From an optimization exercise on the open Yosys and OpenROAD flow, aimed at small area; shortcuts taken in it are not production practice.
Only simulation tests tie the RTL to the original design; equivalence was not proved.

--- flow/run.sh ---
#!/bin/bash
# synth_recipe.tcl (not shown) runs the flow's synth.tcl, then flattens the netlist and writes it again
# the make line also repeats each setting of config.mk as NAME=value (left out here)
make -C /OpenROAD-flow-scripts/flow DESIGN_CONFIG=/design/flow/config.mk WORK_HOME=/design/flow/orfs CLKGATE_MAP_FILE= SYNTH_SCRIPT=/design/flow/synth_recipe.tcl finish
--- flow/config.mk ---
export PLATFORM = sky130hd
export DESIGN_NAME = catc
export DESIGN_NICKNAME = catc
export VERILOG_FILES = /design/flow/design.v
export SDC_FILE = /design/flow/constraint.sdc
export NUM_CORES = 4
export LEC_CHECK = 0
export CAP_MARGIN = 20
export CORE_MARGIN = 2
export CORE_UTILIZATION = 40
export SLEW_MARGIN = 20
--- flow/constraint.sdc ---
create_clock -name core_clock -period 30.0 [get_ports {clk}]
set_input_delay 6.0000 -clock core_clock [delete_from_list [all_inputs] [get_ports {clk}]]
set_output_delay 6.0000 -clock core_clock [all_outputs]
set_load 0.01 [all_outputs]
--- flow/design.v ---
module catc #(
    parameter [31:0] TIMEOUT_CYCLES = 32'd3000
) (
    input  wire        clk,
    input  wire        rst,
    input  wire        cmd_valid,
    input  wire [39:0] cmd_word,
    output wire        cmd_ready,
    output wire        done,
    output wire [3:0]  result,
    input  wire [3:0]  sts_addr,
    output reg  [31:0] sts_rdata,
    output wire        open_req,
    output wire [31:0] open_speed,
    input  wire        open_done,
    input  wire        open_ok,
    output wire        close_req,
    output wire        tx_start,
    output wire [39:0] tx_data,
    input  wire        tx_done,
    input  wire [2:0]  tx_count,
    input  wire        rx_valid,
    input  wire [7:0]  rx_data
);
    localparam [2:0] S_DISC   = 3'd0,
                     S_OPEN   = 3'd1,
                     S_CONN   = 3'd2,
                     S_SEND   = 3'd3,
                     S_AWAIT  = 3'd4,
                     S_IDLE   = 3'd5,
                     S_UNRESP = 3'd6;
    localparam [1:0] K_NONE = 2'd0,
                     K_FM   = 2'd1,
                     K_RX   = 2'd2,
                     K_TX   = 2'd3;
    localparam [3:0] R_OK          = 4'd0,
                     R_DEV_UNAVAIL = 4'd1,
                     R_SHORT_WRITE = 4'd2,
                     R_NO_REPLY    = 4'd3,
                     R_SHORT_READ  = 4'd4,
                     R_UNK_MODE    = 4'd5,
                     R_NOT_AVAIL   = 4'd6,
                     R_NOT_CONN    = 4'd7,
                     R_ALREADY     = 4'd8,
                     R_ILLEGAL     = 4'd9,
                     R_NONE        = 4'd15;
    localparam [7:0] H_CONNECT    = 8'h01,
                     H_DISCONNECT = 8'h02,
                     H_LOCK_ON    = 8'h03,
                     H_LOCK_OFF   = 8'h04,
                     H_PTT_ON     = 8'h05,
                     H_PTT_OFF    = 8'h06,
                     H_SET_FREQ   = 8'h07,
                     H_SET_MODE   = 8'h08,
                     H_GET_FM     = 8'h09,
                     H_GET_RX     = 8'h0A,
                     H_GET_TX     = 8'h0B;
    function [3:0] mode_by_name(input [31:0] w);
        case (w)
            32'h4C534200: mode_by_name = 4'd0;   
            32'h55534200: mode_by_name = 4'd1;   
            32'h43570000: mode_by_name = 4'd2;   
            32'h43575200: mode_by_name = 4'd3;   
            32'h414D0000: mode_by_name = 4'd4;   
            32'h57464D00: mode_by_name = 4'd5;   
            32'h464D0000: mode_by_name = 4'd6;   
            32'h464D4E00: mode_by_name = 4'd7;   
            32'h44494700: mode_by_name = 4'd8;   
            32'h504B5400: mode_by_name = 4'd9;   
            default:      mode_by_name = 4'd15;
        endcase
    endfunction
    function [7:0] mode_code(input [3:0] idx);
        case (idx)
            4'd0:    mode_code = 8'h00;
            4'd1:    mode_code = 8'h01;
            4'd2:    mode_code = 8'h02;
            4'd3:    mode_code = 8'h03;
            4'd4:    mode_code = 8'h04;
            4'd5:    mode_code = 8'h06;
            4'd6:    mode_code = 8'h08;
            4'd7:    mode_code = 8'h88;
            4'd8:    mode_code = 8'h0A;
            4'd9:    mode_code = 8'h0C;
            default: mode_code = 8'h00;
        endcase
    endfunction
    function [3:0] mode_by_code(input [7:0] c);
        case (c)
            8'h00:   mode_by_code = 4'd0;
            8'h01:   mode_by_code = 4'd1;
            8'h02:   mode_by_code = 4'd2;
            8'h03:   mode_by_code = 4'd3;
            8'h04:   mode_by_code = 4'd4;
            8'h06:   mode_by_code = 4'd5;
            8'h08:   mode_by_code = 4'd6;
            8'h88:   mode_by_code = 4'd7;
            8'h0A:   mode_by_code = 4'd8;
            8'h0C:   mode_by_code = 4'd9;
            default: mode_by_code = 4'd15;
        endcase
    endfunction
    function [31:0] enc_freq(input [31:0] n);
        reg [39:0] bcd;
        integer i, d;
        begin
            bcd = 40'd0;
            for (i = 31; i >= 0; i = i - 1) begin
                for (d = 0; d < 10; d = d + 1)
                    if (bcd[d*4 +: 4] > 4'd4)
                        bcd[d*4 +: 4] = bcd[d*4 +: 4] + 4'd3;
                bcd = {bcd[38:0], n[i]};
            end
            enc_freq = bcd[31:0];
        end
    endfunction
    function [27:0] dec_freq(input [31:0] b);
        integer i;
        reg [27:0] acc;
        begin
            acc = 28'd0;
            for (i = 7; i >= 0; i = i - 1)
                acc = acc * 28'd10 + {24'd0, b[i*4 +: 4]};
            dec_freq = acc;
        end
    endfunction
    function non_bcd(input [31:0] b);
        integer i;
        begin
            non_bcd = 1'b0;
            for (i = 0; i < 8; i = i + 1)
                if (b[i*4 +: 4] > 4'd9)
                    non_bcd = 1'b1;
        end
    endfunction
    reg [2:0]  seq_state;
    reg        unresp;
    reg        first_q;
    reg [3:0]  result_r;
    reg [7:0]  last_hop;
    reg [1:0]  kind;
    reg [31:0] tmr;
    reg [2:0]  rxcnt;
    reg [39:0] rxbuf;        
    reg [39:0] txpkt;        
    reg        txpkt_valid;
    reg        fm_valid;
    reg [39:0] fm_raw;       
    reg        rx_valid_r;
    reg [7:0]  rx_raw;
    reg        tx_valid_r;
    reg [7:0]  tx_raw;
    reg        done_r;
    reg        open_req_r;
    reg [31:0] open_speed_r;
    reg        close_req_r;
    reg        tx_start_r;
    wire busy = (seq_state == S_OPEN) || (seq_state == S_SEND) ||
                (seq_state == S_AWAIT);
    assign cmd_ready  = ~busy;
    assign done       = done_r;
    assign result     = result_r;
    assign open_req   = open_req_r;
    assign open_speed = open_speed_r;
    assign close_req  = close_req_r;
    assign tx_start   = tx_start_r;
    assign tx_data    = txpkt;
    wire [7:0]  hop  = cmd_word[7:0];
    wire [31:0] arg  = cmd_word[39:8];
    wire [3:0]  midx = mode_by_name(arg);
    wire [31:0] fbcd = enc_freq(arg);
    reg  [39:0] enc_pkt;
    always @(*) begin
        case (hop)
            H_LOCK_ON:  enc_pkt = {32'd0, 8'h00};
            H_LOCK_OFF: enc_pkt = {32'd0, 8'h80};
            H_PTT_ON:   enc_pkt = {32'd0, 8'h08};
            H_PTT_OFF:  enc_pkt = {32'd0, 8'h88};
            H_SET_FREQ: enc_pkt = {fbcd, 8'h01};
            H_SET_MODE: enc_pkt = {mode_code(midx), 24'd0, 8'h07};
            H_GET_FM:   enc_pkt = {32'd0, 8'h03};
            H_GET_RX:   enc_pkt = {32'd0, 8'hE7};
            H_GET_TX:   enc_pkt = {32'd0, 8'hF7};
            default:    enc_pkt = 40'd0;
        endcase
    end
    reg  [39:0] buf1;
    reg  [2:0]  cnt1;
    always @(*) begin
        buf1 = rxbuf;
        cnt1 = rxcnt;
        if (kind != K_NONE && rx_valid && rxcnt < 3'd5) begin
            case (rxcnt)
                3'd0: buf1[39:32] = rx_data;
                3'd1: buf1[31:24] = rx_data;
                3'd2: buf1[23:16] = rx_data;
                3'd3: buf1[15:8]  = rx_data;
                default: buf1[7:0] = rx_data;
            endcase
            cnt1 = rxcnt + 3'd1;
        end
    end
    task complete(input [3:0] code);
        reg u;
        begin
            u = unresp;
            if (kind != K_NONE) begin
                if (code == R_NO_REPLY && first_q)
                    u = 1'b1;
                first_q <= 1'b0;
            end
            unresp    <= u;
            kind      <= K_NONE;
            seq_state <= u ? S_UNRESP : S_IDLE;
            result_r  <= code;
            done_r    <= 1'b1;
        end
    endtask
    task finish(input [3:0] code);
        begin
            result_r <= code;
            done_r   <= 1'b1;
        end
    endtask
    task dispatch(input [1:0] k);
        begin
            txpkt       <= enc_pkt;
            txpkt_valid <= 1'b1;
            tx_start_r  <= 1'b1;
            kind        <= k;
            seq_state   <= S_SEND;
            if (k != K_NONE) begin
                rxcnt <= 3'd0;
                rxbuf <= 40'd0;
            end
        end
    endtask
    task decode_commit;
        begin
            case (kind)
                K_FM: begin
                    fm_raw   <= buf1;
                    fm_valid <= 1'b1;
                    complete(R_OK);
                end
                K_RX: begin
                    rx_raw     <= buf1[39:32];
                    rx_valid_r <= 1'b1;
                    complete(R_OK);
                end
                default: begin   
                    if (buf1[39:32] == 8'hFF)
                        complete(R_NOT_AVAIL);
                    else begin
                        tx_raw     <= buf1[39:32];
                        tx_valid_r <= 1'b1;
                        complete(R_OK);
                    end
                end
            endcase
        end
    endtask
    always @(posedge clk) begin
        if (rst) begin
            seq_state    <= S_DISC;
            unresp       <= 1'b0;
            first_q      <= 1'b0;
            result_r     <= R_NONE;
            last_hop     <= 8'h00;
            kind         <= K_NONE;
            tmr          <= 32'd0;
            rxcnt        <= 3'd0;
            rxbuf        <= 40'd0;
            txpkt        <= 40'd0;
            txpkt_valid  <= 1'b0;
            fm_valid     <= 1'b0;
            fm_raw       <= 40'd0;
            rx_valid_r   <= 1'b0;
            rx_raw       <= 8'h00;
            tx_valid_r   <= 1'b0;
            tx_raw       <= 8'h00;
            done_r       <= 1'b0;
            open_req_r   <= 1'b0;
            open_speed_r <= 32'd0;
            close_req_r  <= 1'b0;
            tx_start_r   <= 1'b0;
        end else begin
            done_r      <= 1'b0;
            open_req_r  <= 1'b0;
            close_req_r <= 1'b0;
            tx_start_r  <= 1'b0;
            case (seq_state)
                S_DISC, S_CONN, S_IDLE, S_UNRESP: begin
                    if (cmd_valid) begin
                        last_hop <= hop;
                        case (hop)
                            H_CONNECT: begin
                                if (seq_state != S_DISC)
                                    finish(R_ALREADY);
                                else begin
                                    open_req_r   <= 1'b1;
                                    open_speed_r <= arg;
                                    seq_state    <= S_OPEN;
                                end
                            end
                            H_DISCONNECT: begin
                                if (seq_state == S_DISC)
                                    finish(R_NOT_CONN);
                                else begin
                                    close_req_r <= 1'b1;
                                    seq_state   <= S_DISC;
                                    first_q     <= 1'b0;
                                    finish(R_OK);
                                end
                            end
                            H_SET_MODE: begin
                                if (midx == 4'd15)
                                    finish(R_UNK_MODE);
                                else if (seq_state == S_DISC)
                                    finish(R_NOT_CONN);
                                else
                                    dispatch(K_NONE);
                            end
                            H_LOCK_ON, H_LOCK_OFF, H_PTT_ON, H_PTT_OFF,
                            H_SET_FREQ: begin
                                if (seq_state == S_DISC)
                                    finish(R_NOT_CONN);
                                else
                                    dispatch(K_NONE);
                            end
                            H_GET_FM, H_GET_RX, H_GET_TX: begin
                                if (seq_state == S_DISC)
                                    finish(R_NOT_CONN);
                                else
                                    dispatch(hop == H_GET_FM ? K_FM :
                                             hop == H_GET_RX ? K_RX : K_TX);
                            end
                            default: finish(R_ILLEGAL);
                        endcase
                    end
                end
                S_OPEN: begin
                    if (open_done) begin
                        if (open_ok) begin
                            seq_state  <= S_CONN;
                            first_q    <= 1'b1;
                            unresp     <= 1'b0;
                            fm_valid   <= 1'b0;
                            fm_raw     <= 40'd0;
                            rx_valid_r <= 1'b0;
                            rx_raw     <= 8'h00;
                            tx_valid_r <= 1'b0;
                            tx_raw     <= 8'h00;
                            finish(R_OK);
                        end else begin
                            seq_state <= S_DISC;
                            finish(R_DEV_UNAVAIL);
                        end
                    end
                end
                S_SEND: begin
                    rxbuf <= buf1;
                    rxcnt <= cnt1;
                    if (tx_done) begin
                        if (tx_count != 3'd5)
                            complete(R_SHORT_WRITE);
                        else if (kind == K_NONE)
                            complete(R_OK);
                        else if (cnt1 == 3'd5)
                            decode_commit;
                        else begin
                            tmr       <= TIMEOUT_CYCLES;
                            seq_state <= S_AWAIT;
                        end
                    end
                end
                S_AWAIT: begin
                    rxbuf <= buf1;
                    rxcnt <= cnt1;
                    if (cnt1 == 3'd5)
                        decode_commit;
                    else if (tmr <= 32'd1)
                        complete(cnt1 == 3'd0 ? R_NO_REPLY : R_SHORT_READ);
                    else
                        tmr <= tmr - 32'd1;
                end
                default: ;   
            endcase
        end
    end
    wire [31:0] fm_bcd = fm_raw[39:8];
    wire [27:0] freq_n = dec_freq(fm_bcd);
    wire        freq_nb = non_bcd(fm_bcd);
    always @(*) begin
        case (sts_addr)
            4'd0: sts_rdata = {6'd0, kind, last_hop, 4'd0, result_r, 2'd0,
                               first_q, unresp, busy, seq_state};
            4'd1: sts_rdata = fm_valid ? {1'b1, freq_nb, 2'b00, freq_n} : 32'd0;
            4'd2: sts_rdata = fm_valid ? {1'b1, 19'd0, mode_by_code(fm_raw[7:0]),
                                          fm_raw[7:0]} : 32'd0;
            4'd3: sts_rdata = rx_valid_r ? {1'b1, 16'd0, rx_raw[7], rx_raw[6],
                                            ~rx_raw[5], rx_raw[3:0], rx_raw} : 32'd0;
            4'd4: sts_rdata = tx_valid_r ? {1'b1, 16'd0, tx_raw[7], tx_raw[6],
                                            ~tx_raw[5], tx_raw[3:0], tx_raw} : 32'd0;
            4'd5: sts_rdata = txpkt[39:8];
            4'd6: sts_rdata = {txpkt_valid, 23'd0, txpkt[7:0]};
            4'd7: sts_rdata = rxbuf[39:8];
            4'd8: sts_rdata = {21'd0, rxcnt, rxbuf[7:0]};
            4'd9: sts_rdata = TIMEOUT_CYCLES;
            4'd10: sts_rdata = fm_valid ? fm_bcd : 32'd0;
            default: sts_rdata = 32'd0;
        endcase
    end
endmodule
==> flow_summary.toml <==
[setup_path]
critPathSlowestCell = "a2111oi_0"
path_class = "in2reg"
critPathLaunchType = "input port"
critPathMaxFanout = 24
crit_path_end_kind = "flip-flop"
worst_path_most_repeated_cell = "ha_1"
worstPathRequired_ps = 30470
cp.arrival_ps = 28440
slowest_delay_ps = 810
worst-r2r-cell-count = 13

[yosys]
synth-edff-count = 0
synth_cell_types = 135
synth_ff_type = "dfxtp_1"
ys_seq_elements = 229
ys_seq_area_share_pct = 11.2
ys_async_sr_fraction_pct = 0
netlist_instances = 5824
syn-cell-area_mm2 = 0.0410
avgSynthCellArea_um2 = 7.04
yosysWarnings = 1

[detailed_routing]
dr.pass1.iters = 6
vias = 44900
final_antenna_net_count = 0
avgViaCountPerCell = 6.28
totalWireLength_mm = 136
drt_iter0_drc = 5056
drc = 0
wire_per_inst_um = 19.0

[global_routing]
grtUsageTotal_pct = 24.6
overflow = 0
first_global_vias = 40400
grt_max_degree = 85
grt_pass1_wl_mm = 216
antenna_found_initial = 3

[cells_and_area]
final_area_mm2 = 0.0446
final.fill_count = 10300
nNetsFinal = 6175
syn_to_final_growth_pct = 8.90
layout-drive-gt1-share_pct = 6.11

[clock_network]
cts_buffer_depth = 3
cts_hold_buf = 0
clk_root_buffer_cell = "clkbuf_16"
cts_tree = "built"
htree_num_levels = 1
clkTransAtPathRegs_ps = 60
cts-buffers-inserted = 30
cts_resized = 0
cts_setup_buffers = 0
cts_sinks = 229
worstSkewPairLatency_ps = 620

[floorplan]
die_area_mm2 = 0.105
fp.dieH_um = 324
start_util_pct = 40.3
rows = 117
coreArea_mm2 = 0.102
num_io_pins = 175
die_w_um = 324

[sta]
rsz0062_at_grt = "false"
finalMaxSlewViolations = 0
tightest_slew_ps = 1200
post-route-min-period_ps = 27960
finalCritPeriodShare_pct = 93.2
setup_viol = 0
max_freq_mhz = 35.8
relSlewSlack_pct = 19.4
hold_violations = 0
skew_ps = 34.8
fin_setup_tns_ps = 0

[hold_path]
min_path_type = "reg2reg"
min_path_cells = 2

[run_status]
status = "finished clean"

[placement]
port_buffers = 174
placed_area_mm2 = 0.0435
hpwl_mm = 104
gp_congestion = 0.979

[job]
cap_violations = 0
==> registers in the layout, indices dropped and copies added, names as in the netlist, 2 cells and up <==
| register | flops |
|---|---|
| fm_raw | 40 |
| rxbuf | 40 |
| txpkt | 39 |
| open_speed_r | 32 |
| tmr | 32 |
| last_hop | 8 |
| rx_raw | 8 |
| tx_raw | 8 |
| result_r | 4 |
| rxcnt | 3 |
| seq_state | 3 |
| kind | 2 |
==> layout by cell type, fill, tap and decap left out, types with 23 or more instances in the layout <==
master	n
a21oi_1	484
xor2_1	120
and2_1	51
dfxtp_1	229
or4_1	23
or3_1	57
o21a_1	41
nor2b_1	25
nor3_1	213
a31oi_1	86
and3_1	74
a222oi_1	27
nand4_1	67
nor4_1	72
o31a_1	28
clkbuf_16	31
a211oi_1	74
o211ai_1	83
a21o_1	68
buf_4	59
xnor2_1	224
clkdlybuf4s50_1	172
nand3_1	227
nor2_1	582
o21bai_1	79
mux2i_1	158
o21ai_1	54
nand2_1	587
mux2_2	49
a221oi_1	41
nand2b_1	46
a22oi_1	51
o22ai_1	40
inv_1	236
o21ai_0	219
ha_1	342
o2111ai_1	35
o31ai_1	43
==> synth_stat cells (57+ instances only) <==
| cell | n | share of area, % |
|---|---|---|
| clkbuf_1 | 223 | 2.0 |
| nor4_1 | 76 | 1.2 |
| nand2_1 | 588 | 5.4 |
| xor2_1 | 120 | 2.6 |
| a21o_1 | 68 | 1.2 |
| or3_1 | 57 | 0.87 |
| dfxtp_1 | 229 | 11 |
| o211ai_1 | 83 | 1.5 |
| mux2i_1 | 160 | 3.9 |
| a21oi_1 | 485 | 5.9 |
| o21ai_0 | 219 | 2.7 |
| nand3_1 | 228 | 2.8 |
| nor2_1 | 585 | 5.4 |
| and3_1 | 74 | 1.1 |
| buf_2 | 68 | 0.83 |
| nand4_1 | 67 | 1.0 |
| inv_1 | 236 | 2.2 |
| a211oi_1 | 74 | 1.4 |
| o21bai_1 | 79 | 1.4 |
| a31oi_1 | 86 | 1.3 |
| xnor2_1 | 224 | 4.8 |
| ha_1 | 342 | 10 |
| nor3_1 | 214 | 2.6 |
==> routing by layer <==
| layer | track usage, % | vias to the layer above | part of all wire (%) |
|---|---|---|---|
| li1 | - | 21800 | - |
| met1 | 34.7 | 21000 | 46 |
| met2 | 38.7 | 1819 | 44 |
| met3 | 3.06 | 230 | 7.7 |
| met4 | 7.62 | 2 | 3.1 |
| met5 | 0 | - | 0.010 |
==> layout make-up <==
class                           count  area [um2]  area share (%)
Clock buffer                       37         838            1.88
Tap cell                         1368        1710            3.83
Timing Repair Buffer              234        2190            4.90
Multi-Input combinational cell   5019       34200            76.6
Clock inverter                     18         219           0.491
Sequential cell                   229        4580            10.3
Antenna cell                        1        2.50         0.00561
Inverter                          243         912            2.04
==> logic make-up (layout without fill, tap and decap cells) <==
group	after synthesis	count (layout)	synth area share, %
AO/OA/AOI/OAI	1924	1924	33.4
XOR/XNOR	350	350	7.64
adder cells (fa/ha/maj)	364	364	11.3
buffers and inverters	578	532	5.78
flip-flops	229	229	11.2
multiplexers	212	212	5.37
other	1	4	0.00915
AND/OR/NAND/NOR	2166	2166	25.3
==> final timing paths <==
check | to | from | slack [ps]
setup / recovery | txpkt[35] | cmd_word[37] | 2040
hold / removal | open_speed_r[8] | open_speed_r[8] | 450
setup reg to reg | tmr[27] | seq_state[0] | 25130
hold reg to reg | open_speed_r[8] | open_speed_r[8] | 450
==> critical path, delay by kind of cell <==
family	cells	cell delay [ps]
buffers and inverters	12	2040
multiplexers	7	2340
AND/OR/NAND/NOR	18	3900
AO/OA/AOI/OAI	27	8650
adder cells (fa/ha/maj)	15	4650
XOR/XNOR	4	820
==> through the flow <==
step	cells	utilization [%]	hold slack (ps)	setup WS (ps)
floorplan	5826	-	425	5260
finish	7149	43.9	451	2040
global route	7148	43.9	466	23.5
detailed placement	7092	42.7	449	1370
global placement	7092	42.7	441	2120
CTS	7147	43.8	456	1930

afterwards: timing with drivers on the ports:
In the flow no input, the clock included, has a driving cell. The finished layout below was timed again as built, in two steps.
Step 1, drivers: a clkbuf_16 drives clk and a buf_2 each remaining input, both assumed.
Step 2 also shifts input and output timing later by t, the mid clock arrival at the registers, as if the neighbouring blocks saw the same clock.
a / b / c = ideal / step 1 / step 2; a / b = the first two.
t (ns): 0.661
setup WS [ns]: 2.036 / 2.074 / 1.412
latest minus earliest clock arrival (ns): 0.041 / 0.041
After both steps this run still meets setup and hold. The setup slack of this run moves by +0.038 ns with the drivers and by -0.624 ns with both steps.
